What follows belongs to an exercise in optimizing a design on an open flow for small area, a short achievable clock period and few clock cycles per item; a production flow would make more cautious choices. The RTL was checked by simulation tests, not by an equivalence proof against the original design. Power is estimated from default activity; no workload was simulated.

build 87:
// bpe
module bpe (
    input  wire        clk,
    input  wire        rst,
    input  wire        reg_req,
    input  wire        reg_we,
    input  wire [5:0]  reg_addr,
    input  wire [31:0] reg_wdata,
    output reg  [31:0] reg_rdata,
    output wire        reg_ack,
    output wire        mem_req,
    output wire        mem_we,
    output wire [31:0] mem_addr,
    output wire [7:0]  mem_wdata,
    input  wire [7:0]  mem_rdata,
    input  wire        mem_ack,
    output wire        irq
);
clock: 10.0 ns
lec_check: 0
cap_margin: 5
core_margin: 2
core_utilization: 50
cts_cluster_diameter: 80
cts_cluster_size: 20
setup_slack_margin: 4.2
slew_margin: 5
tns_end_percent: 50
standard.sh (not shown) runs the stock make flow with config.mk's settings and CLKGATE_MAP_FILE= SYNTH_SCRIPT=/design/flow/synth_recipe.tcl, a recipe that flattens the netlist after the stock synthesis.
==> flow/flow/run.sh <==
#!/bin/bash
# The standard layout, with plain buffers (not delay cells) on the ports.
set -euo pipefail
bash standard.sh BUFFER_PORTS_ARGS="-buffer_cell sky130_fd_sc_hd__buf_2" finish > flow_make.log 2>&1
Build 87: PASS, flow complete, no timing, DRC or antenna violations
Testbench counts of build 87, summed over its fixed seeds: cycles 39,462, commands 2,400.
Input changes introduced in build 83 (baseline for comparison: build 87):
- PLACE_DENSITY newly set to 0.7
- TNS_END_PERCENT removed (was 50)
Notes after the runs:
- There was hardly any difference in number of instances in the placed design between build 83 and build 87.
- In the tables for build 83 and build 87, global-route track usage on met1 reads lower with build 83.
- The higher hold slack came out of build 87.
- Relative to build 87, first-pass GRT wire length has gone down in build 83.
Inputs modified between build 83 and build 44:
- SETUP_SLACK_MARGIN: 4.2 -> 4.5
- PLACE_DENSITY: 0.7 -> unset
Findings:
In the tables for build 44 and build 83, number of buffers inserted to repair setup after CTS reads higher with build 44.
In build 44 relative to build 83, global-route wire length before repair had gone up by a few percent.
In the tables for build 44 and build 83, met2 track demand over resource reads lower with build 83.
Worst hold slack delta for build 44 relative to build 83: 0.014 ns higher
Non-clock buffer count in the final layout in build 44 is 51 above build 83.
On detailed-route wire length, build 83 beats build 44.
Relative to build 83, the final cell area reported for build 44 is higher.
Compared with build 83, power density relative to cell area in build 44 decreased by a few percent.
Core utilization in build 44 vs build 83: up 2.8 points
On fraction of area in clock buffers and inverters, build 44 and build 83 are neck and neck.
[inputs] build 32 vs build 44
- changing SETUP_SLACK_MARGIN from 4.5 to 4.2
- setting GPL_TIMING_DRIVEN to 0 for the first time
## What came out
- Build 32 was carried through to the last stage, and its layout satisfied the timing, DRC and antenna checks.
- Diff build 44 -> build 32 | count of clock-buffer cells in the layout | increase of 14%
- Build 32 against build 44: power share of the combinational group now sits higher; final cell utilization of the core now sits lower.
- Critical path depth (lower): build 32
- The higher power came out of build 32.
- Final setup slack of the worst path for build 32: 0.22 ns down relative to build 44
The following lists how build 76 was set up differently from build 32:
- CORE_UTILIZATION: 50 -> 62
- SETUP_SLACK_MARGIN: 4.2 -> 4.5
- GPL_TIMING_DRIVEN: 0 -> unset
### Flow results
Row part of the total power dissipated in the clock network: build 76 lower / build 32 higher. The die width of build 76 is lower than that of build 32. Cmp build 76 vs build 32: layout buffer count excluding clock buffers lower in build 76. Build 76 vs build 32 on logic gate share of total power: build 76 is the higher one. On total length of routed wires: between build 76 and build 32, it ends up higher for build 32. For the setup slack, build 76 came in 0.20 ns higher than build 32 did. Min cell area power density across build 76 and build 32: build 76. The die of build 76 is smaller than the one used in build 32. [build 76] number of standard cells in the layout, taps in and fillers out fell 4.0% relative to build 32. NOTE: critical path depth in build 76 exceeds that of build 32.
Inputs modified between build 76 and build 88:
- changing CORE_UTILIZATION from 62 to 50
- changing SETUP_SLACK_MARGIN from 4.5 to 4.7
Results
Build 76 reports its slowest stage cell on the critical path as sky130_fd_sc_hd__o41ai_4 while build 88 reports sky130_fd_sc_hd__and2_4. Between build 88 and build 76, the final cycle utilization of the critical path figures differ only marginally. Vias: build 88 more than build 76. Comparing build 76 against build 88, there is no change at all in worst path buffer plus inverter count. Against build 76 as the reference, build 88 delivers a higher power. As far as sequential cell count goes, build 76 and build 88 are indistinguishable; the numbers are identical. Build 88 finished all stages; the layout is clean. Build 76 reached the final stage; the timing, DRC and antenna checks on its layout passed. Relative to build 76, the post-route non-filler standard cell count of build 88 is higher by about 6%.

---

Starting RTL as in the previous note.
// bpe
module bpe (
    input  wire        clk,
    input  wire        rst,
    input  wire        reg_req,
    input  wire        reg_we,
    input  wire [5:0]  reg_addr,
    input  wire [31:0] reg_wdata,
    output reg  [31:0] reg_rdata,
    output wire        reg_ack,
    output wire        mem_req,
    output wire        mem_we,
    output wire [31:0] mem_addr,
    output wire [7:0]  mem_wdata,
    input  wire [7:0]  mem_rdata,
    input  wire        mem_ack,
    output wire        irq
);
clock: 10.0 ns
lec_check: 0
cap_margin: 5
core_margin: 2
core_utilization: 45
cts_cluster_diameter: 80
cts_cluster_size: 20
setup_slack_margin: 4.3
slew_margin: 5
Scripts as last shown in full above: flow/flow/run.sh
The starting point passed the timing, DRC and antenna checks.
Testbench counts at the start, summed over its fixed seeds: cycles 39,462, commands 2,400.
Next try:
CORE_UTILIZATION = 50   (was 45)
CTS_CLUSTER_DIAMETER = 90   (was 80)
CTS_CLUSTER_SIZE = 25   (was 20)
SETUP_SLACK_MARGIN = 4.2   (was 4.3)
Effect: The new run finished with timing, DRC and antenna clean; sequential share of layout area came out higher by 1.5 points; via count came out lower by 0.89%; wire length came out lower by 1.5%; hold slack improved by 0.023 ns; maximum frequency came out lower by 1.2%; core utilization came out higher by 4.2 points; global-route usage came out higher by 3.4 points; final area came out lower by 3.3%.
Next try:
==> flow/run.sh (new file) <==
#!/bin/bash
# synth_recipe.tcl (not shown) runs the flow's synth.tcl, then flattens the netlist and writes it again
# the make line also repeats each setting of config.mk as NAME=value (left out here)
make -C /OpenROAD-flow-scripts/flow DESIGN_CONFIG=/design/flow/config.mk WORK_HOME=/design/flow/orfs CLKGATE_MAP_FILE= SYNTH_SCRIPT=/design/flow/synth_recipe.tcl finish
CAP_MARGIN = 20   (was 5)
CORE_UTILIZATION = 40   (was 50)
CTS_CLUSTER_DIAMETER = default   (was 90)
CTS_CLUSTER_SIZE = default   (was 25)
SETUP_SLACK_MARGIN = 3.5   (was 4.2)
SLEW_MARGIN = 20   (was 5)
removed: flow/flow/run.sh
removed: flow/standard.sh
After rerunning: The changed run finished with timing, DRC and antenna clean. Setup slack gets worse by 0.61 ns. Worst hold slack gets worse by 0.021 ns. Total power went up by about 15%. First-iteration DRC count went up by 1.9%. Clock skew went up by 0.016 ns. Routed wire length went up by 0.89%. Maximum frequency went down by about 10%. Clock-buffer cell count went up by 32. Die area went up by about 25%. Cell count went up by about 7%. Clock power went up by about 50%.
Next try:
==> flow/flow/run.sh (new file) <==
#!/bin/bash
# The standard layout, with plain buffers (not delay cells) on the ports.
set -euo pipefail
bash standard.sh BUFFER_PORTS_ARGS="-buffer_cell sky130_fd_sc_hd__buf_2" finish > flow_make.log 2>&1
==> flow/standard.sh (new file) <==
#!/bin/bash
# synth_recipe.tcl (not shown) runs the flow's synth.tcl, then flattens the netlist and writes it again
# the make line also repeats each setting of config.mk as NAME=value (left out here)
make -C /OpenROAD-flow-scripts/flow DESIGN_CONFIG=/design/flow/config.mk WORK_HOME=/design/flow/orfs CLKGATE_MAP_FILE= SYNTH_SCRIPT=/design/flow/synth_recipe.tcl "${@:-finish}"
CAP_MARGIN = 5   (was 20)
CORE_UTILIZATION = 50   (was 40)
CTS_CLUSTER_DIAMETER = 80   (was default)
CTS_CLUSTER_SIZE = 20   (was default)
SETUP_SLACK_MARGIN = 4.2   (was 3.5)
SLEW_MARGIN = 5   (was 20)
removed: flow/run.sh
Setup slack gains 0.63 ns.
Non-clock buffer count is higher by 10.
Design area is lower by about 4%.
Area after synthesis is unchanged.
Flip-flop and latch count does not change.
Cell count is lower by about 6%.
Utilization is higher by 9.7 points.
Sequential share of layout area is higher by 1.8 points.
Next try:
==> flow/run.sh (new file) <==
#!/bin/bash
# synth_recipe.tcl (not shown) runs the flow's synth.tcl, then flattens the netlist and writes it again
# the make line also repeats each setting of config.mk as NAME=value (left out here)
make -C /OpenROAD-flow-scripts/flow DESIGN_CONFIG=/design/flow/config.mk WORK_HOME=/design/flow/orfs CLKGATE_MAP_FILE= SYNTH_SCRIPT=/design/flow/synth_recipe.tcl finish
CAP_MARGIN = 20   (was 5)
CORE_UTILIZATION = 40   (was 50)
CTS_CLUSTER_DIAMETER = default   (was 80)
CTS_CLUSTER_SIZE = default   (was 20)
SETUP_SLACK_MARGIN = 4.5   (was 4.2)
SLEW_MARGIN = 20   (was 5)
removed: flow/flow/run.sh
removed: flow/standard.sh
Sequential share of layout area decreases by 5.2 points.
Wire length grows by roughly a tenth.
Non-clock buffer count climbs by 122.
Via count rises by a few percent.
Worst hold slack gets worse by 0.016 ns.
Utilization went down by 5.7 points.
Total power increases by roughly a tenth.
Synthesized area is unchanged.
Clock skew grows by 0.014 ns.
Count of clock-buffer cells in the layout came out higher by 18.
First-iteration DRC count rises by roughly a tenth.
Next try:
==> flow/flow/run.sh (new file) <==
#!/bin/bash
# The standard layout, with plain buffers (not delay cells) on the ports.
set -euo pipefail
bash standard.sh BUFFER_PORTS_ARGS="-buffer_cell sky130_fd_sc_hd__buf_2" finish > flow_make.log 2>&1
==> flow/standard.sh (new file) <==
#!/bin/bash
# synth_recipe.tcl (not shown) runs the flow's synth.tcl, then flattens the netlist and writes it again
# the make line also repeats each setting of config.mk as NAME=value (left out here)
make -C /OpenROAD-flow-scripts/flow DESIGN_CONFIG=/design/flow/config.mk WORK_HOME=/design/flow/orfs CLKGATE_MAP_FILE= SYNTH_SCRIPT=/design/flow/synth_recipe.tcl "${@:-finish}"
CAP_MARGIN = 0   (was 20)
CORE_UTILIZATION = 50   (was 40)
CTS_CLUSTER_DIAMETER = 80   (was default)
CTS_CLUSTER_SIZE = 20   (was default)
SETUP_SLACK_MARGIN = 4.2   (was 4.5)
SLEW_MARGIN = 0   (was 20)
removed: flow/run.sh
Power shrinks by 12%.
Non-clock buffer count drops by 122.
Hold slack gets better by 0.016 ns.
Cell area went down by 12%.
Sequential power hardly moves.
Synthesized cell count is unchanged.
Flip-flop and latch count does not change.
Setup slack loses 0.26 ns.
Clock-buffer cell count drops by 18.
Global-route usage goes up by 5.2 points.

---

Starting RTL as in the previous note.
clock: 10.0 ns
lec_check: 0
cap_margin: 5
core_margin: 2
core_utilization: 50
cts_cluster_diameter: 80
cts_cluster_size: 20
setup_slack_margin: 4.3
slew_margin: 5
==> flow/flow/run.sh <==
#!/bin/bash
# The standard layout, with plain buffers (not delay cells) on the ports.
set -euo pipefail
bash standard.sh BUFFER_PORTS_ARGS="-buffer_cell sky130_fd_sc_hd__buf_2" finish > flow_make.log 2>&1
Testbench counts at the start, summed over its fixed seeds: cycles 39,462, commands 2,400.
==> next run, changes <==
--- a/flow/config.mk
+++ b/flow/config.mk
@@ -11,4 +11,4 @@
 export CTS_CLUSTER_DIAMETER = 80
 export CTS_CLUSTER_SIZE = 20
-export SETUP_SLACK_MARGIN = 4.3
+export SETUP_SLACK_MARGIN = 4.0
 export SLEW_MARGIN = 5
Effect: Setup slack got worse by 0.29 ns; first-iteration DRC count went up by 15%; utilization went down by 1.3 points; power went down by 1.3%.

what the ideal ports hide:
The results above use ideal ports. As a check the final layouts listed here were re-extracted and re-timed, cells and wires unchanged. Step 1: set_driving_cell puts a clkbuf_16 on clk and a buf_2 on each other input, an assumption about the parent block. Step 2, shift: input delay + t, output delay - t, t = (earliest + latest rising clock arrival at the registers) / 2. This alone moves slack from input paths to output paths. Three values: no drivers, after step 1, after step 2; two values: the first two.
| run | shift t [ns] | setup slack, ns | latest minus earliest clock arrival (ns) | worst data-port slew with drivers (ns) | pins driven straight from the clock port |
|---|---|---|---|---|---|
| build 87 | 0.663 | 4.122 / 4.078 / 3.650 | 0.035 / 0.035 | 0.06 | 1 |
| build 83 | 0.655 | 4.233 / 4.210 / 3.614 | 0.022 / 0.023 | 0.04 | 1 |
| build 44 | 0.669 | 4.347 / 4.363 / 3.694 | 0.025 / 0.025 | 0.08 | 1 |
| build 32 | 0.686 | 4.125 / 4.096 / 3.509 | 0.044 / 0.044 | 0.06 | 1 |
| build 76 | 0.643 | 4.324 / 4.353 / 3.713 | 0.022 / 0.021 | 0.07 | 1 |
| build 88 | 0.670 | 4.321 / 4.343 / 3.673 | 0.031 / 0.030 | 0.08 | 1 |
| the first run of note 2 | 0.673 | 4.268 / 4.289 / 3.634 | 0.024 / 0.024 | 0.04 | 1 |
| the second run of note 2 | 0.639 | 4.201 / 4.184 / 3.594 | 0.026 / 0.026 | 0.06 | 1 |
| the third run of note 2 | 0.653 | 3.587 / 3.528 / 2.965 | 0.040 / 0.040 | 0.04 | 1 |
| the fourth run of note 2 | 0.657 | 4.212 / 4.159 / 3.642 | 0.022 / 0.023 | 0.07 | 1 |
| the fifth run of note 2 | 0.669 | 4.475 / 4.414 / 3.827 | 0.036 / 0.036 | 0.07 | 1 |
| the sixth run of note 2 | 0.657 | 4.212 / 4.159 / 3.642 | 0.022 / 0.023 | 0.07 | 1 |
| the first run of note 3 | 0.674 | 4.265 / 4.270 / 3.635 | 0.023 / 0.024 | 0.07 | 1 |
| the second run of note 3 | 0.660 | 3.973 / 3.927 / 3.444 | 0.026 / 0.026 | 0.06 | 1 |
After both steps setup and hold are still met in every run listed. The setup slack of build 44, which loses most, moves by +0.016 ns with the drivers and by -0.653 ns with both steps.
